What follows belongs to an exercise in optimizing a design on an open flow for small area; a production flow would make more cautious choices.
In this exercise RTL edits were held to simulation tests only and were not proved equivalent to the original.
Power is estimated from default activity; no workload was simulated.

== cedar ==
// msf60_decoder
module msf60_decoder (
    input  wire        clk,
    input  wire        rst,
    input  wire [15:0] cfg_padding_ms,           
    input  wire        cfg_carrier_off_level,
    input  wire        edge_valid,
    input  wire        edge_level,
    input  wire [31:0] edge_time_ms,
    output wire        edge_ready,
    output reg         time_available,
    output reg  [2:0]  parity_outcome,
    output wire [7:0]  frame_length_seconds,
    output wire [1:0]  leap_second_indicator,
    output wire [7:0]  lf_minute_bcd,
    output wire [7:0]  lf_hour_bcd,
    output wire [7:0]  lf_weekday_bcd,
    output wire [7:0]  lf_date_bcd,
    output wire [7:0]  lf_month_bcd,
    output wire [7:0]  lf_year_bcd,
    output reg         lf_dst_active,
    output reg         lf_dst_imminent,
    output wire [15:0] lf_dut1_positive_ms,
    output wire [15:0] lf_dut1_negative_ms,
    output wire [1:0]  lf_leap_second_indicator,
    output wire [7:0]  lf_frame_length_seconds,
    output wire [63:0] lf_epoch_seconds
);
    localparam [2:0] S_IDLE  = 3'd0,    
                     S_CHECK = 3'd1,    
                     S_PAR   = 3'd2,    
                     S_LOAD  = 3'd3,    
                     S_EPOCH = 3'd4,    
                     S_INIT  = 3'd5;    
    reg [2:0]  state;
    reg [15:0] padding_ms;
    reg        carrier_off_level;
    reg [31:0] last_pulse_start;
    reg [31:0] pending_pulse_start;
    reg        last_zero;                
    reg        pending_zero;             
    reg        b_only;
    reg        frame_ready;
    reg [5:0]  bit_pointer;
    reg [42:0] wa;
    reg [6:0]  wb;
    reg [3:0]  dut1_pos_run;
    reg [3:0]  dut1_neg_run;
    reg        fl_v, fl_d1, fl_d0;
    reg        lfl_v, lfl_d1, lfl_d0;
  ...
Size in the first run: about 220 I/O pins, ~13000 um^2 of cells after synthesis.
clock: 15.0 ns
lec_check: 0
cap_margin: 20
core_margin: 2
core_utilization: 40
slew_margin: 20
standard.sh (not shown) runs the stock make flow with config.mk's settings and CLKGATE_MAP_FILE= SYNTH_SCRIPT=/design/flow/synth_recipe.tcl, a recipe that flattens the netlist after the stock synthesis.
==> flow/flow/run.sh <==
#!/bin/bash
# Own layout flow: the standard flow with its standard synthesis unchanged, plus
# - port buffers of the smallest buffer cell (buf_1) instead of the buffer_ports default;
# - a clock tree of clkbuf_4 sink-cluster buffers (10 sinks each) without dummy load cells;
# - one shared tie-low cell for the constant outputs (no per-load tie cloning).
# The make output goes to flow_make.log in the folder this runs in; ORFS keeps each
# step's log under orfs/logs/.
set -euo pipefail
export BUFFER_PORTS_ARGS="-buffer_cell sky130_fd_sc_hd__buf_1"
export CTS_ARGS="-sink_clustering_enable -repair_clock_nets -buf_list sky130_fd_sc_hd__clkbuf_4 -sink_clustering_size 10 -sink_clustering_max_diameter 80 -dont_use_dummy_load"
export SKIP_REPAIR_TIE_FANOUT=1
bash standard.sh > flow_make.log 2>&1
cedar finished all stages; the layout is clean.
Inputs modified between cedar and sierra:
==> flow/flow/run.sh <==
#!/bin/bash
set -euo pipefail
export BUFFER_PORTS_ARGS="-buffer_cell sky130_fd_sc_hd__buf_1"
export CTS_ARGS="-sink_clustering_enable -repair_clock_nets -buf_list sky130_fd_sc_hd__clkbuf_4 -sink_clustering_size 10 -sink_clustering_max_diameter 40 -dont_use_dummy_load"
export SKIP_REPAIR_TIE_FANOUT=1
export RECOVER_POWER=100
bash standard.sh > flow_make.log 2>&1
sierra: flow complete, layout not clean; failing: capacitance limit, slew limit
Between cedar and sierra, sequential share of layout area is lower for sierra, cedar comes in above that.
From cedar to sierra the numbers moved as follows: fraction of the cycle the final worst path needs was more or less identical; worst supply voltage drop on vdd went down by 0.0000083 V.
The inputs of lagoon differ from those of sierra as listed below.
==> flow/flow/run.sh <==
#!/bin/bash
set -euo pipefail
export BUFFER_PORTS_ARGS="-buffer_cell sky130_fd_sc_hd__buf_1"
export CTS_ARGS="-sink_clustering_enable -repair_clock_nets -buf_list sky130_fd_sc_hd__clkbuf_4 -sink_clustering_size 10 -sink_clustering_max_diameter 60 -dont_use_dummy_load"
export SKIP_REPAIR_TIE_FANOUT=1
bash standard.sh > flow_make.log 2>&1
## What came out
[lagoon] total length of routed met3 wires rose 45 um relative to sierra. Looking at lagoon and sierra, the share of the core filled with cells is a wash. Looking across lagoon and sierra, the single run that reached the end with no open violations was lagoon. On global-route wire length before repair, sierra tracks lagoon almost exactly.
Input changes introduced in ember (baseline for comparison: lagoon):
==> flow/flow/run.sh <==
#!/bin/bash
set -euo pipefail
export BUFFER_PORTS_ARGS="-buffer_cell sky130_fd_sc_hd__buf_1"
export CTS_ARGS="-sink_clustering_enable -repair_clock_nets -buf_list sky130_fd_sc_hd__clkbuf_4 -sink_clustering_size 10 -sink_clustering_max_diameter 40 -dont_use_dummy_load"
bash standard.sh > flow_make.log 2>&1
Findings:
- ember went all the way through the flow, and no timing, DRC or antenna check failed.
- Share of power burned in the clock network on ember is up relative to lagoon.
- The number of nets with antenna violations after detailed routing was comparable across lagoon and ember.
- Register share of the cell area: ember < lagoon
- There was hardly any difference in post-cts repair resize count between ember and lagoon.
- Of lagoon and ember, the higher cell area reported after detailed placement belongs to ember.
- ember vs lagoon: clock power up
- Sequential share of power was higher in the run labelled lagoon.
- ember vs. lagoon: number of non-clock buffers in the layout increased by 2 relative to the old numbers, overall power after layout increased by about 2.6% relative to the old numbers.
- Final RePlAce weighted congestion, ember vs lagoon: down slightly

* * *

wip/fjord:
Another version of the RTL of msf60_decoder (not shown whole).
Size: roughly 260 flip-flops, ~220 I/O pins, about 13,000 um2 of cells after synthesis.
==> flow/config.mk <==
export PLATFORM = sky130hd
export DESIGN_NAME = msf60_decoder
export DESIGN_NICKNAME = msf60_decoder
export VERILOG_FILES = /design/flow/design.v
export SDC_FILE = /design/flow/constraint.sdc
export NUM_CORES = 4
export LEC_CHECK = 0
export CAP_MARGIN = 20
export CORE_MARGIN = 2
export CORE_UTILIZATION = 40
export SLEW_MARGIN = 20
==> flow/constraint.sdc <==
create_clock -name core_clock -period 15.0 [get_ports {clk}]
set_input_delay 3.0000 -clock core_clock [delete_from_list [all_inputs] [get_ports {clk}]]
set_output_delay 3.0000 -clock core_clock [all_outputs]
set_load 0.01 [all_outputs]
==> flow/flow/run.sh <==
#!/bin/bash
set -euo pipefail
export BUFFER_PORTS_ARGS="-buffer_cell sky130_fd_sc_hd__buf_1"
export CTS_ARGS="-sink_clustering_enable -repair_clock_nets -buf_list sky130_fd_sc_hd__clkbuf_4 -sink_clustering_size 9 -sink_clustering_max_diameter 70 -dont_use_dummy_load"
export SKIP_REPAIR_TIE_FANOUT=1
bash standard.sh > flow_make.log 2>&1
Relative to wip/fjord, the following input files were edited for wip/pepper:
Settings: swapping 40 for 70 in CORE_UTILIZATION.
==> flow/flow/run.sh <==
#!/bin/bash
set -euo pipefail
export BUFFER_PORTS_ARGS="-buffer_cell sky130_fd_sc_hd__buf_1"
export CTS_ARGS="-sink_clustering_enable -repair_clock_nets -buf_list sky130_fd_sc_hd__clkbuf_4 -sink_clustering_size 9 -sink_clustering_max_diameter 50 -dont_use_dummy_load"
export SKIP_REPAIR_TIE_FANOUT=1
bash standard.sh > flow_make.log 2>&1
Results
Compared with wip/fjord, in wip/pepper clock network contribution to total cell area ~0 delta; worst clock skew -0.062 ns; final worst slack -0.015 ns; well tap count -173.
Count of input and output buffers of wip/pepper is on par with wip/fjord.
wip/fjord was carried through to the last stage, and its layout satisfied the timing, design-rule and antenna checks.
wip/pepper reached the end of the flow, and the finished layout is clean on the timing, design-rule and antenna checks.
For total number of placement rows, dividing the value from wip/pepper by the value from wip/fjord gives 0.75.
Note that the cell count recorded for wip/pepper amounts to 0.884 times the value seen in wip/fjord.
Changes observed in wip/pepper relative to wip/fjord: total power consumption of the routed design stayed essentially flat, post-route fraction of the period consumed by the critical path ~0 delta.
[compare] base=wip/fjord new=wip/pepper: aggregate routed wire length moved up, time the final worst path needs with I/O delays and setup picked up an extra 0.015 ns.
Here is what was changed in the inputs of wip/maple compared with wip/pepper.
Settings: CORE_UTILIZATION now 65, was 70.
==> flow/flow/run.sh <==
#!/bin/bash
# Own layout flow: the standard flow with its standard synthesis unchanged, plus
# - port buffers of the smallest buffer cell (buf_1) instead of the buffer_ports default;
# - a clock tree of clkbuf_4 sink-cluster buffers (up to 10 sinks within 60 um each)
#   without dummy load cells;
# - one shared tie-low cell for the constant outputs (no per-load tie cloning).
# The make output goes to flow_make.log in the folder this runs in; ORFS keeps each
# step's log under orfs/logs/.
set -euo pipefail
export BUFFER_PORTS_ARGS="-buffer_cell sky130_fd_sc_hd__buf_1"
export CTS_ARGS="-sink_clustering_enable -repair_clock_nets -buf_list sky130_fd_sc_hd__clkbuf_4 -sink_clustering_size 10 -sink_clustering_max_diameter 60 -dont_use_dummy_load"
export SKIP_REPAIR_TIE_FANOUT=1
bash standard.sh > flow_make.log 2>&1
Results
- wip/pepper did not stop at any stage, and its layout met the timing, design-rule and antenna checks.
- wip/maple | stages: all done | timing, DRC, antenna: all pass
- Going from wip/pepper to wip/maple, via count normalized by instance count shrank by a few percent.
- Delta (wip/maple minus wip/pepper): part of the total power dissipated in the clock network down 2.1 points, highest achievable clock rate +0.00052 GHz, total power fell by about 3%, first-pass iteration count of the detailed router fell 1, wire length on met1 shows an increase of 430 um.
- [wip/maple] final period demand of the worst path fell 0.11 ns relative to wip/pepper
- The proportion of power drawn by combinational gates on wip/pepper is in line with that on wip/maple.
- Number of clock buffers in the layout: wip/maple < wip/pepper
For wip/violet, these inputs were changed with respect to wip/maple:
Settings: changing CORE_UTILIZATION from 65 to 40.
==> flow/flow/run.sh <==
#!/bin/bash
set -euo pipefail
export BUFFER_PORTS_ARGS="-buffer_cell sky130_fd_sc_hd__buf_1"
export CTS_ARGS="-sink_clustering_enable -repair_clock_nets -buf_list sky130_fd_sc_hd__clkbuf_4 -sink_clustering_size 8 -sink_clustering_max_diameter 100 -dont_use_dummy_load"
export SKIP_REPAIR_TIE_FANOUT=1
bash standard.sh > flow_make.log 2>&1
- Of wip/maple and wip/violet, wip/maple shows the higher global-route usage, with wip/violet below it.
- Slowest stage cell on the critical path = sky130_fd_sc_hd__fa_1: wip/violet; slowest stage cell on the critical path = sky130_fd_sc_hd__nor3_1: wip/maple
- Between wip/maple and wip/violet, the routed length on met3 is lower for wip/violet.
- Across both runs, average vias per placed instance was lower for wip/violet than for wip/maple.

==> port drivers added, routing unchanged <==
In the flow no input, the clock included, has a driving cell. The finished layouts below were timed again as built, in two steps.
Step 1: set_driving_cell puts a clkbuf_16 on clk and a buf_2 on each other input, an assumption about the parent block.
Step 2 adds t to the input delays and takes it off the output delays; t is the mean of the earliest and latest rising clock arrival at the registers after step 1. Input paths then give back, and output paths get back, about the clock's delay inside the block.
Slacks: ideal / step 1 / step 2; pairs: ideal / step 1.
run | t (ns) | slack for setup (ns) | worst setup path after step 2
cedar | 0.711 | 0.506 / 0.521 / -0.190 | input to register
sierra | 0.677 | 0.500 / 0.513 / -0.164 | input to register
lagoon | 0.672 | 0.522 / 0.535 / -0.137 | input to register
ember | 0.694 | 0.471 / 0.490 / -0.204 | input to register
wip/fjord | 0.620 | 0.581 / 0.603 / -0.017 | input to register
wip/pepper | 0.647 | 0.566 / 0.583 / -0.063 | input to register
wip/maple | 0.704 | 0.673 / 0.689 / -0.015 | input to register
wip/violet | 0.683 | 0.601 / 0.623 / -0.060 | input to register
The setup slack of cedar, which loses most, moves by +0.015 ns with the drivers and by -0.696 ns with both steps.
